Source: an optimization exercise on an open RTL-to-GDS flow (aim: a short achievable clock period and few clock cycles). Production flows keep margins and buffers that such runs may drop. Where RTL was checked, it was by simulation tests only, not by an equivalence proof against the original. No activity file was given, so power comes from the tool's default toggle rates.

## turquoise
module turquoise (
    input  wire        clk,
    input  wire        rst,
    input  wire        cmd_valid,
    output wire        cmd_ready,
    input  wire [1:0]  cmd_op,
    input  wire [7:0]  cmd_data,
    output reg         resp_valid,
    output reg         resp_halted,
    output reg         resp_fault,
    output reg  [15:0] cur_x,
    output reg  [15:0] cur_y,
    output reg         paint_valid,
    output reg  [8:0]  paint_x,
    output reg  [7:0]  paint_y,
    output reg         paint_color
);
clock: 12.0 ns
lec_check: 0
cap_margin: 20
core_margin: 2
core_utilization: 60
cts_cluster_diameter: 80
cts_cluster_size: 25
slew_margin: 20
synth_memory_max_bits: 4096
standard.sh (not shown) runs the stock make flow with config.mk's settings and CLKGATE_MAP_FILE= SYNTH_SCRIPT=/design/flow/synth_recipe.tcl, a recipe that flattens the netlist after the stock synthesis.
==> flow/flow/run.sh <==
#!/bin/bash
# The standard layout (standard.sh), with two changes in how it is made:
#  * timing repair is asked to leave extra setup slack, so it keeps optimising
#    below the design's period (the SDC and the period are not changed);
#  * port buffers are plain buffers instead of the default delay-buffer cell.
set -euo pipefail
export SETUP_SLACK_MARGIN=8.5
export TNS_END_PERCENT=100
export BUFFER_PORTS_ARGS="-buffer_cell sky130_fd_sc_hd__buf_4"
bash standard.sh finish > standard_flow.log 2>&1
Then changed:
--- a/flow/design.v
+++ b/flow/design.v
@@ -187,15 +187,15 @@
             sc_ps  <= sc_fs[6:0] + 7'd2;
             sc_fs  <= sc_fs + 9'd2 + {1'b0, half_rd};
             sc_fs1 <= sc_fs + 9'd3 + {1'b0, half_rd};
         end
     end
     reg            g_v;
     reg [7:0]      g_addr;
-    reg [31:0]     g_oh;        
+    reg [15:0]     g_oh;        
     reg [7:0]      g_krem;      
     reg [7:0]      g_prem;      
     reg [7:0]      g_n1;
     reg [6:0]      g_ps;
     reg            g_kz;        
     reg            g_pz;        
     reg            g_n1z;       
@@ -204,35 +204,35 @@
     wire g_end  = emit && g_kz && g_pz;            
     wire g_take = (g_end || !g_v) && r_v[0] && !do_load && !rst_r;
     wire g_v_next = rst_r ? 1'b0 : do_load ? s_f_v : g_take ? 1'b1 : g_end ? 1'b0 : g_v;
     always @(posedge clk) begin
         g_v <= g_v_next;
         if (do_load || g_take) begin
             g_addr <= {do_load ? s_f_ps : r_ps[0], 1'b0};
-            g_oh   <= 32'd1 << {do_load ? s_f_ps[3:0] : r_ps[0][3:0], 1'b0};
+            g_oh   <= 16'd1 << {do_load ? s_f_ps[2:0] : r_ps[0][2:0], 1'b0};
             g_ps   <= do_load ? s_f_ps : r_ps[0];
             g_n1   <= do_load ? s_f_n1 : r_n1[0];
             g_krem <= do_load ? s_f_n1 : r_n1[0];
             g_prem <= do_load ? s_f_c1 : r_c1[0];
             g_kz   <= do_load ? s_f_n1z : r_n1z[0];
             g_n1z  <= do_load ? s_f_n1z : r_n1z[0];
             g_pz   <= do_load ? s_f_c1z : r_c1z[0];
         end else if (emit) begin
             if (!g_kz) begin
                 g_krem <= g_krem - 8'd1;
                 g_kz   <= (g_krem == 8'd1);
                 g_addr <= g_addr + 8'd1;
-                g_oh   <= {g_oh[30:0], g_oh[31]};
+                g_oh   <= {g_oh[14:0], g_oh[15]};
             end else begin
                 g_prem <= g_prem - 8'd1;
                 g_pz   <= (g_prem == 8'd1);
                 g_krem <= g_n1;
                 g_kz   <= g_n1z;
                 g_addr <= {g_ps, 1'b0};
-                g_oh   <= 32'd1 << {g_ps[3:0], 1'b0};
+                g_oh   <= 16'd1 << {g_ps[2:0], 1'b0};
             end
         end
     end
     reg [RD-1:0] rn_v;
     always @(*) begin
         for (i = 0; i < RD; i = i + 1)
             rn_v[i] = g_take ? ((i < RD - 1) ? r_v[(i+1) % RD] : 1'b0) : r_v[i];
@@ -253,32 +253,32 @@
                 r_n1z[i] <= r_n1z[(i+1) % RD];
                 r_c1z[i] <= r_c1z[(i+1) % RD];
             end
             r_v[i] <= !r_clr && (rn_v[i] || (sc_push && (i == 0 || rn_v[i-1])));
         end
     end
     wire r_v0_next = !r_clr && (rn_v[0] || sc_push);
-    reg [3:0] m1_c [0:15];
-    reg [3:0] m1_hi;
+    reg [3:0] m1_c [0:31];
+    reg [4:0] m1_hi;
     reg       m1_v;
     wire      m1_v_next = emit && !do_load && !rst_r;
-    reg [3:0] m1_sel [0:15];
+    reg [3:0] m1_sel [0:31];
     integer k;
     always @(*) begin
-        for (i = 0; i < 16; i = i + 1) begin
+        for (i = 0; i < 32; i = i + 1) begin
             m1_sel[i] = 4'd0;
-            for (k = 0; k < 32; k = k + 1)
+            for (k = 0; k < 16; k = k + 1)
                 m1_sel[i] = m1_sel[i] | ({4{g_oh[k]}} &
-                            (k[0] ? mem[8*(i*16 + k/2) +: 4] : mem[8*(i*16 + k/2) + 4 +: 4]));
+                            (k[0] ? mem[8*(i*8 + k/2) +: 4] : mem[8*(i*8 + k/2) + 4 +: 4]));
         end
     end
     always @(posedge clk) begin
-        for (i = 0; i < 16; i = i + 1)
+        for (i = 0; i < 32; i = i + 1)
             m1_c[i] <= m1_sel[i];
-        m1_hi <= {act, g_addr[7:5]};
+        m1_hi <= {act, g_addr[7:4]};
         m1_v  <= m1_v_next;
     end
     wire [3:0] arr_op = m1_c[m1_hi];
     wire       arr_v  = m1_v;
     reg [3:0] q_op [0:QD-1];
     reg [QD-1:0] q_v;
     wire pop = acc_tick && q_v[0];
@@ -377,21 +377,16 @@
             if (op == 4'hB) flipy  <= ~flipy;
             if (op == 4'h7) mirror <= ~mirror;
             if (op == 4'hC) color  <= ~color;
             if (op == 4'hD) draw   <= ~draw;
         end
     end
     always @(posedge clk) begin
-        if (pop) begin
-            cur_x <= nx;
-            cur_y <= ny;
-        end else if (rst_r) begin
-            cur_x <= X0;
-            cur_y <= Y0;
-        end
+        cur_x <= rst_r ? X0 : pop ? nx : cx;
+        cur_y <= rst_r ? Y0 : pop ? ny : cy;
     end
     always @(posedge clk) begin
         resp_valid  <= acc && !rst;
         paint_valid <= pop && !rst && paint_spec;
         paint_x     <= nx[8:0];
         paint_y     <= ny[7:0];
         paint_color <= color;
Outcome: Clock skew shrinks by 0.0071 ns. Power is about the same. Register-to-register slack gets better by 0.10 ns. Utilization rose by 0.37 points. Wire length went down by 11%. Count of clock-buffer cells in the layout is higher by 14.
Testbench counts after the change, summed over its fixed seeds: cycles 202,313.
For the first run of this note, only the layout was checked, not whether the RTL still works.

Another version of the RTL of turquoise (not shown whole).
Size: about 6900 cells after synthesis, about 2600 flip-flops, roughly 68 I/O pins.
export LEC_CHECK = 0
export CAP_MARGIN = 20
export CORE_MARGIN = 2
export CORE_UTILIZATION = 60
export CTS_CLUSTER_DIAMETER = 80
export CTS_CLUSTER_SIZE = 25
export SLEW_MARGIN = 20
export SYNTH_MEMORY_MAX_BITS = 4096
create_clock -name core_clock -period 12.0 [get_ports {clk}]
Scripts as last shown in full above: flow/flow/run.sh
Then changed:
--- a/flow/design.v
+++ b/flow/design.v
@@ -45,19 +45,19 @@
         p_end   <= acc && !rst && (cmd_op == OP_END);
         p_load  <= acc && !rst && (cmd_op == OP_END) && !fault_next;
         p_data  <= cmd_data;
         p_nz    <= (cmd_data != 8'd0);
         p_one   <= (cmd_data == 8'd1);
         p_app   <= acc && !rst && (cmd_op == OP_BYTE) && (cmd_data != 8'd0) && app_next;
         rst_r   <= rst;
     end
     reg            act;
-    reg [8*2*ROM_SIZE-1:0] mem;    
+    reg [7:0]      mem  [0:2*ROM_SIZE-1];
     reg [7:0]      a_len;       
     reg [7:0]      s_len;
     reg [15:0]     s_hoh;       
     reg [7:0]      s_loh;       
     reg            s_ovf;
     reg            s_term;      
     reg [7:0]      s_rem;       
     reg            s_cyc;       
     reg [7:0]      s_n1;        
@@ -82,21 +82,21 @@
                                   s_fs    ? p_nz :
                                             (!s_term && (s_rem != 8'd1))) :
                         fault_cur;
     wire do_load = p_load && !rst_r;
     wire p_byte0 = p_byte && act;       
     wire p_byte1 = p_byte && !act;
     always @(posedge clk) begin
         for (i = 0; i < ROM_SIZE; i = i + 1) begin
             if (p_byte0 && s_hoh[i/8] && s_loh[i%8])
-                mem[8*i +: 8] <= p_data;
+                mem[i] <= p_data;
             if (p_byte1 && s_hoh[i/8] && s_loh[i%8])
-                mem[8*(ROM_SIZE + i) +: 8] <= p_data;
+                mem[ROM_SIZE + i] <= p_data;
         end
     end
     always @(posedge clk) begin
         if (rst_r)
             act <= 1'b0;
         else if (do_load)
             act <= ~act;
         if (do_load)
             a_len <= s_len;
@@ -162,19 +162,19 @@
     wire       sc_room  = !r_v[RD-2];
     wire       sc_end   = (sc_fs >= {1'b0, a_len});
     wire       sc_issue = sc_on && !sc_ph && !sc_end && sc_room;
     wire [7:0] half_rd  = {1'b0, rd[7:1]} + {7'd0, rd[0]};
     wire       sc_next  = sc_on && sc_ph && (rd != 8'd0);    
     wire       sc_on_next = rst_r ? 1'b0 : do_load ? s_f_v :
                             (sc_on && ((!sc_ph && sc_end) || (sc_ph && rd == 8'd0))) ? 1'b0 : sc_on;
     wire       sc_cv_next = !rst_r && !do_load && sc_next;
     always @(posedge clk) begin
-        rd <= mem[8*{act, sc_ra} +: 8];
+        rd <= mem[{act, sc_ra}];
         sc_on <= sc_on_next;
         sc_cv <= sc_cv_next;
         if (rst_r || do_load) begin
             sc_ph  <= 1'b0;
             sc_fs  <= s_f_nfs;
             sc_fs1 <= s_f_nfs + 9'd1;
             sc_ra  <= s_f_nfs[6:0];
         end else if (sc_issue) begin
             sc_ph <= 1'b1;
@@ -262,19 +262,19 @@
     reg       m1_v;
     wire      m1_v_next = emit && !do_load && !rst_r;
     reg [3:0] m1_sel [0:31];
     integer k;
     always @(*) begin
         for (i = 0; i < 32; i = i + 1) begin
             m1_sel[i] = 4'd0;
             for (k = 0; k < 16; k = k + 1)
                 m1_sel[i] = m1_sel[i] | ({4{g_oh[k]}} &
-                            (k[0] ? mem[8*(i*8 + k/2) +: 4] : mem[8*(i*8 + k/2) + 4 +: 4]));
+                            (k[0] ? mem[i*8 + k/2][3:0] : mem[i*8 + k/2][7:4]));
         end
     end
     always @(posedge clk) begin
         for (i = 0; i < 32; i = i + 1)
             m1_c[i] <= m1_sel[i];
         m1_hi <= {act, g_addr[7:4]};
         m1_v  <= m1_v_next;
     end
     wire [3:0] arr_op = m1_c[m1_hi];
@@ -375,25 +375,20 @@
             cy    <= ny;
             if (op == 4'h3) flipx  <= ~flipx;
             if (op == 4'hB) flipy  <= ~flipy;
             if (op == 4'h7) mirror <= ~mirror;
             if (op == 4'hC) color  <= ~color;
             if (op == 4'hD) draw   <= ~draw;
         end
     end
     always @(posedge clk) begin
-        if (pop) begin
-            cur_x <= nx;
-            cur_y <= ny;
-        end else if (rst_r) begin
-            cur_x <= X0;
-            cur_y <= Y0;
-        end
+        cur_x <= rst_r ? X0 : pop ? nx : cx;
+        cur_y <= rst_r ? Y0 : pop ? ny : cy;
     end
     always @(posedge clk) begin
         resp_valid  <= acc && !rst;
         paint_valid <= pop && !rst && paint_spec;
         paint_x     <= nx[8:0];
         paint_y     <= ny[7:0];
         paint_color <= color;
         resp_halted <= !q_v[0];
         resp_fault  <= fault_next;
The changed run ended with an error in global routing (5_1_grt). Synthesized cell count rose by about a fifth. Synthesized area fell slightly.
No functional check of the RTL was part of any run of this note.

turquoise, a different RTL version from the one above (not shown whole).
Size in the first run: about 6900 cells after synthesis, roughly 2600 flip-flops.
==> flow/config.mk <==
export PLATFORM = sky130hd
export DESIGN_NAME = turquoise
export DESIGN_NICKNAME = turquoise
export VERILOG_FILES = /design/flow/design.v
export SDC_FILE = /design/flow/constraint.sdc
export NUM_CORES = 4
export LEC_CHECK = 0
export CAP_MARGIN = 20
export CORE_MARGIN = 2
export CORE_UTILIZATION = 60
export CTS_CLUSTER_DIAMETER = 80
export CTS_CLUSTER_SIZE = 25
export SLEW_MARGIN = 20
export SYNTH_MEMORY_MAX_BITS = 4096
==> flow/constraint.sdc <==
create_clock -name core_clock -period 12.0 [get_ports {clk}]
set_input_delay 2.4000 -clock core_clock [delete_from_list [all_inputs] [get_ports {clk}]]
set_output_delay 2.4000 -clock core_clock [all_outputs]
set_load 0.01 [all_outputs]
Scripts as last shown in full above: flow/flow/run.sh
Change:
--- a/flow/design.v
+++ b/flow/design.v
@@ -73,31 +73,25 @@
     wire       s_app  = p_app;
     wire       s_cyc_n  = s_clr ? 1'b0 : (p_byte && s_room) ? (s_fs && p_nz) : s_cyc;
     wire       s_room_n = s_clr ? 1'b1 : (p_byte && s_room) ? (s_len[6:0] != 7'd127) : s_room;
     assign     app_next = s_cyc_n && s_room_n;
     wire fault_cur  = s_ovf || (!s_term && (s_rem != 8'd0));
     assign fault_next = (p_begin || p_end) ? 1'b0 :
                         p_byte ? (!s_room ? 1'b1 :
                                   s_fs    ? p_nz :
                                             (!s_term && (s_rem != 8'd1))) :
                         fault_cur;
     wire do_load = p_load && !rst_r;
-    reg       w_en;
-    reg [7:0] w_addr;
-    reg [7:0] w_data;
     always @(posedge clk) begin
-        w_en   <= p_byte && s_room && !rst_r;
-        w_addr <= {~act, s_len[6:0]};
-        w_data <= p_data;
-        if (w_en)
-            mem[w_addr] <= w_data;
+        if (p_byte && s_room)
+            mem[{~act, s_len[6:0]}] <= p_data;
     end
     always @(posedge clk) begin
         if (rst_r)
             act <= 1'b0;
         else if (do_load)
             act <= ~act;
         if (do_load)
             a_len <= s_len;
         if (s_clr) begin
             s_len  <= 8'd0;
             s_ovf  <= 1'b0;
Result:
- clock power goes up by 3.8%
- total power rises by 4.3%
- worst hold slack gains 4.9 ps
- design area grows by 0.58%
- core utilization shrinks by 0.17 points
No run of this note included a check of the RTL's function; only the layout flow was run.

[port drivers added, routing unchanged]
No port has a modelled driver above. Below, the same layouts with a new extraction and two added sets of constraints. Step 1: set_driving_cell puts a clkbuf_16 on clk and a buf_2 on each other input, an assumption about the parent block. Step 2, shift: input delay + t, output delay - t, t = (earliest + latest rising clock arrival at the registers) / 2. This alone moves slack from input paths to output paths. a / b / c = no drivers / after step 1 / after step 2; a / b = the first two.
| run | t (ns) | setup slack, ns | worst setup path after step 2 | clock arrival spread, ns | pins driven straight from the clock port |
|---|---|---|---|---|---|
| the first run of note 1 | 0.918 | 8.181 / 8.093 / 7.462 | input to register | 0.041 / 0.041 | 1 |
| the second run of note 1 | 0.925 | 8.276 / 8.177 / 7.651 | input to register | 0.037 / 0.036 | 1 |
| the first run of note 2 | 0.917 | 8.218 / 8.130 / 7.732 | input to register | 0.029 / 0.029 | 1 |
| the first run of note 3 | 0.931 | 8.186 / 8.186 / 7.724 | input to register | 0.041 / 0.041 | 1 |
| the second run of note 3 | 0.920 | 8.281 / 8.209 / 7.738 | input to register | 0.044 / 0.044 | 1 |
After both steps every run listed still meets setup and hold. The setup slack of the first run of note 1, which loses most, moves by -0.088 ns with the drivers and by -0.719 ns with both steps.
